Background: an optimization exercise with open tools, aiming at a short achievable clock period and few clock cycles. Do not read the settings as production practice.

==> inputs of run a <==
// ssq_symdec
module ssq_symdec (
    input  wire        clk,
    input  wire        rst,
    input  wire        in_valid,
    output wire        in_ready,
    input  wire [7:0]  in_data,
    input  wire        in_last,
    output reg         out_valid,
    input  wire        out_ready,
    output reg  [7:0]  out_data,
    output reg         out_last,
    output reg  [1:0]  out_err,
    output reg  [15:0] out_err_pos,
    output reg  [7:0]  out_err_val,
    output reg  [2:0]  out_pad
);
export LEC_CHECK = 0
export CAP_MARGIN = 20
export CORE_MARGIN = 2
export CORE_UTILIZATION = 40
export SETUP_SLACK_MARGIN = 3.0
export SLEW_MARGIN = 20
create_clock -name core_clock -period 5.0 [get_ports {clk}]
run.sh (not shown) runs the stock make flow with config.mk's settings and CLKGATE_MAP_FILE= SYNTH_SCRIPT=/design/flow/synth_recipe.tcl, a recipe that flattens the netlist after the stock synthesis.
==> run b (differences from run a) <==
--- a/flow/design.v
+++ b/flow/design.v
@@ -21,11 +21,10 @@
     localparam EV_SDEC  = 2'd1;   
     localparam EV_CEND  = 2'd2;   
     localparam EV_CNEXT = 2'd3;   
     localparam DEPTH  = 12;       
     localparam RDEPTH = 4;        
-    localparam RAW    = 2;        
     localparam IW    = 13;        
     localparam RW    = 26;        
     reg        in_ready_r;
     reg        c_v;
     reg [7:0]  c_data;
@@ -298,87 +297,105 @@
             q2_rec_v <= q_rec_v;
             q3_v     <= q2_v;
             q3_rec_v <= q2_rec_v;
         end
     end
-    reg [IW-1:0] fq [0:DEPTH-1];
-    reg [3:0]    f_wp;
-    reg [3:0]    f_rp;
-    reg [3:0]    f_rp1;     
-    reg          f_mempty;  
-    reg [3:0]    f_mcnt;    
-    reg [4:0]    f_tot;     
-    reg [IW-1:0] h;         
-    reg          hv;
-    wire         pop;
-    wire to_h = q3_v && f_mempty && (!hv || pop);
-    wire to_m = q3_v && !to_h;
+    reg [IW-1:0]    fq [0:DEPTH-1];
+    reg [DEPTH-1:0] f_wp;       
+    reg [DEPTH-1:0] f_rp;       
+    reg [DEPTH-1:0] f_mcnt;     
+    reg [DEPTH:0]   f_tot;      
+    reg [IW-1:0]    h;          
+    reg             hv;
+    wire            pop;
+    wire f_mempty = !f_mcnt[0];
+    wire to_h   = q3_v && f_mempty && (!hv || pop);
+    wire to_m   = q3_v && !to_h;
     wire from_m = pop && !f_mempty;
+    reg [IW-1:0] f_out;         
+    integer j;
+    always @(*) begin
+        f_out = {IW{1'b0}};
+        for (j = 0; j < DEPTH; j = j + 1)
+            f_out = f_out | (fq[j] & {IW{f_rp[j]}});
+    end
     always @(posedge clk) begin
-        if (to_m)
-            fq[f_wp] <= q3_item;
+        for (j = 0; j < DEPTH; j = j + 1)
+            if (to_m && f_wp[j])
+                fq[j] <= q3_item;
         if (from_m)
-            h <= fq[f_rp];
+            h <= f_out;
         else if (to_h)
             h <= q3_item;
         if (rst) begin
-            f_wp     <= 4'd0;
-            f_rp     <= 4'd0;
-            f_rp1    <= 4'd1;
-            f_mempty <= 1'b1;
-            f_mcnt   <= 4'd0;
-            f_tot    <= 5'd0;
-            hv       <= 1'b0;
+            f_wp   <= {{(DEPTH-1){1'b0}}, 1'b1};
+            f_rp   <= {{(DEPTH-1){1'b0}}, 1'b1};
+            f_mcnt <= {DEPTH{1'b0}};
+            f_tot  <= {(DEPTH+1){1'b0}};
+            hv     <= 1'b0;
         end else begin
             if (to_m)
-                f_wp <= (f_wp == DEPTH-1) ? 4'd0 : f_wp + 4'd1;
-            if (from_m) begin
-                f_rp  <= f_rp1;
-                f_rp1 <= (f_rp1 == DEPTH-1) ? 4'd0 : f_rp1 + 4'd1;
-            end
-            f_mcnt   <= f_mcnt + {3'd0, to_m} - {3'd0, from_m};
-            f_mempty <= (f_mcnt + {3'd0, to_m} - {3'd0, from_m}) == 4'd0;
-            f_tot    <= f_tot + {4'd0, q3_v} - {4'd0, pop};
-            hv       <= pop ? (!f_mempty || q3_v) : (hv || q3_v);
+                f_wp <= {f_wp[DEPTH-2:0], f_wp[DEPTH-1]};
+            if (from_m)
+                f_rp <= {f_rp[DEPTH-2:0], f_rp[DEPTH-1]};
+            if (to_m && !from_m)
+                f_mcnt <= {f_mcnt[DEPTH-2:0], 1'b1};
+            else if (from_m && !to_m)
+                f_mcnt <= {1'b0, f_mcnt[DEPTH-1:1]};
+            if (q3_v && !pop)
+                f_tot <= {f_tot[DEPTH-1:0], 1'b1};
+            else if (pop && !q3_v)
+                f_tot <= {1'b0, f_tot[DEPTH:1]};
+            hv <= pop ? (!f_mempty || q3_v) : (hv || q3_v);
+        end
+    end
+    reg [RW-1:0]     rq [0:RDEPTH-1];
+    reg [RDEPTH-1:0] rq_wp;     
+    reg [RDEPTH-1:0] rq_rp;     
+    reg [RW-1:0]     r_head;    
+    wire             emit_end;
+    reg [RW-1:0] r_cur;
+    reg [RW-1:0] r_nxt;
+    always @(*) begin
+        r_cur = {RW{1'b0}};
+        r_nxt = {RW{1'b0}};
+        for (j = 0; j < RDEPTH; j = j + 1) begin
+            r_cur = r_cur | (rq[j] & {RW{rq_rp[j]}});
+            r_nxt = r_nxt | (rq[(j + 1) % RDEPTH] & {RW{rq_rp[j]}});
         end
     end
-    reg [RW-1:0] rq [0:RDEPTH-1];
-    reg [RAW-1:0] rq_wp;
-    reg [RAW-1:0] rq_rp;
-    reg [RAW-1:0] rq_rp1;   
-    reg [RW-1:0] r_head;    
-    wire         emit_end;
     always @(posedge clk) begin
-        if (q3_rec_v)
-            rq[rq_wp] <= q3_rec;
-        r_head <= emit_end ? rq[rq_rp1] : rq[rq_rp];
+        for (j = 0; j < RDEPTH; j = j + 1)
+            if (q3_rec_v && rq_wp[j])
+                rq[j] <= q3_rec;
+        r_head <= emit_end ? r_nxt : r_cur;
         if (rst) begin
-            rq_wp  <= {RAW{1'b0}};
-            rq_rp  <= {RAW{1'b0}};
-            rq_rp1 <= {{(RAW-1){1'b0}}, 1'b1};
+            rq_wp <= {{(RDEPTH-1){1'b0}}, 1'b1};
+            rq_rp <= {{(RDEPTH-1){1'b0}}, 1'b1};
         end else begin
             if (q3_rec_v)
-                rq_wp <= rq_wp + 1'b1;
-            if (emit_end) begin
-                rq_rp  <= rq_rp1;
-                rq_rp1 <= rq_rp1 + 1'b1;
-            end
+                rq_wp <= {rq_wp[RDEPTH-2:0], rq_wp[RDEPTH-1]};
+            if (emit_end)
+                rq_rp <= {rq_rp[RDEPTH-2:0], rq_rp[RDEPTH-1]};
         end
     end
-    reg [RAW:0] msgs;
-    wire [RAW:0] msgs_n = msgs + {{RAW{1'b0}}, c_v && c_last} - {{RAW{1'b0}}, emit_end};
+    reg [RDEPTH-1:0] msgs;
+    wire msg_in  = c_v && c_last;
+    wire msg_out = emit_end;
+    wire [RDEPTH-1:0] msgs_n = (msg_in && !msg_out) ? {msgs[RDEPTH-2:0], 1'b1} :
+                               (msg_out && !msg_in) ? {1'b0, msgs[RDEPTH-1:1]} : msgs;
     always @(posedge clk) begin
         if (rst)
-            msgs <= {(RAW+1){1'b0}};
+            msgs <= {RDEPTH{1'b0}};
         else
             msgs <= msgs_n;
     end
     always @(posedge clk) begin
         if (rst)
             in_ready_r <= 1'b1;
         else
-            in_ready_r <= (f_tot <= DEPTH + 1 - 8) && (msgs_n <= RDEPTH - 2);
+            in_ready_r <= !f_tot[DEPTH + 1 - 8] && !msgs_n[RDEPTH - 2];
     end
     wire [1:0]  h_n    = h[12:11];
     wire [9:0]  h_bits = h[10:1];
     wire        h_end  = h[0];
     reg [16:0] acc;         
==> results.toml <==
[run_status]
status = "no timing/DRC/antenna violations"

[final_layout]
layout.nonclk_buf_share_pct = 4.17
layout_common_cells = "dfxtp_1 (435), edfxtp_1 (298), nor2_1 (216), nand2_1 (152), a22oi_1 (152)"

[timing]
worst_pin_slew_ns = 0.954
hold_ws_ns = 0.310

[placed_design]
gp_congestion = 0.771
[end of results for run b]
==> results.toml <==
[final_layout]
layout.nonclk_buf_share_pct = 3.88

[timing]
hold_ws_ns = 0.313
worst_pin_slew_ns = 0.851

[placed_design]
gp_congestion = 0.766

[run_status]
status = "no timing/DRC/antenna violations"
[end of results for run a]
Function was not checked in any run of this note: the RTL went through the layout flow alone.

-- what the ideal ports hide --
Ports are ideal in the flow. The routed layouts listed here were re-timed in OpenROAD.
Step 1: set_driving_cell puts a clkbuf_16 on clk and a buf_2 on each other input, an assumption about the parent block.
Step 2 times the ports against the registers' clock, not the clock port: input delays grow and output delays shrink by t, the midpoint of the rising clock arrivals with the driver on.
a / b / c = ideal ports / drivers / drivers and shift; a / b = the first two.
| run | shift t [ns] | setup WS [ns] | clock arrival spread, ns |
|---|---|---|---|
| run a | 0.680 | 2.546 / 2.546 / 2.461 | 0.015 / 0.016 |
| run b | 0.675 | 2.862 / 2.803 / 2.399 | 0.023 / 0.023 |
After both steps every run listed still meets setup and hold. The setup slack of run b, which loses most, moves by -0.059 ns with the drivers and by -0.463 ns with both steps.
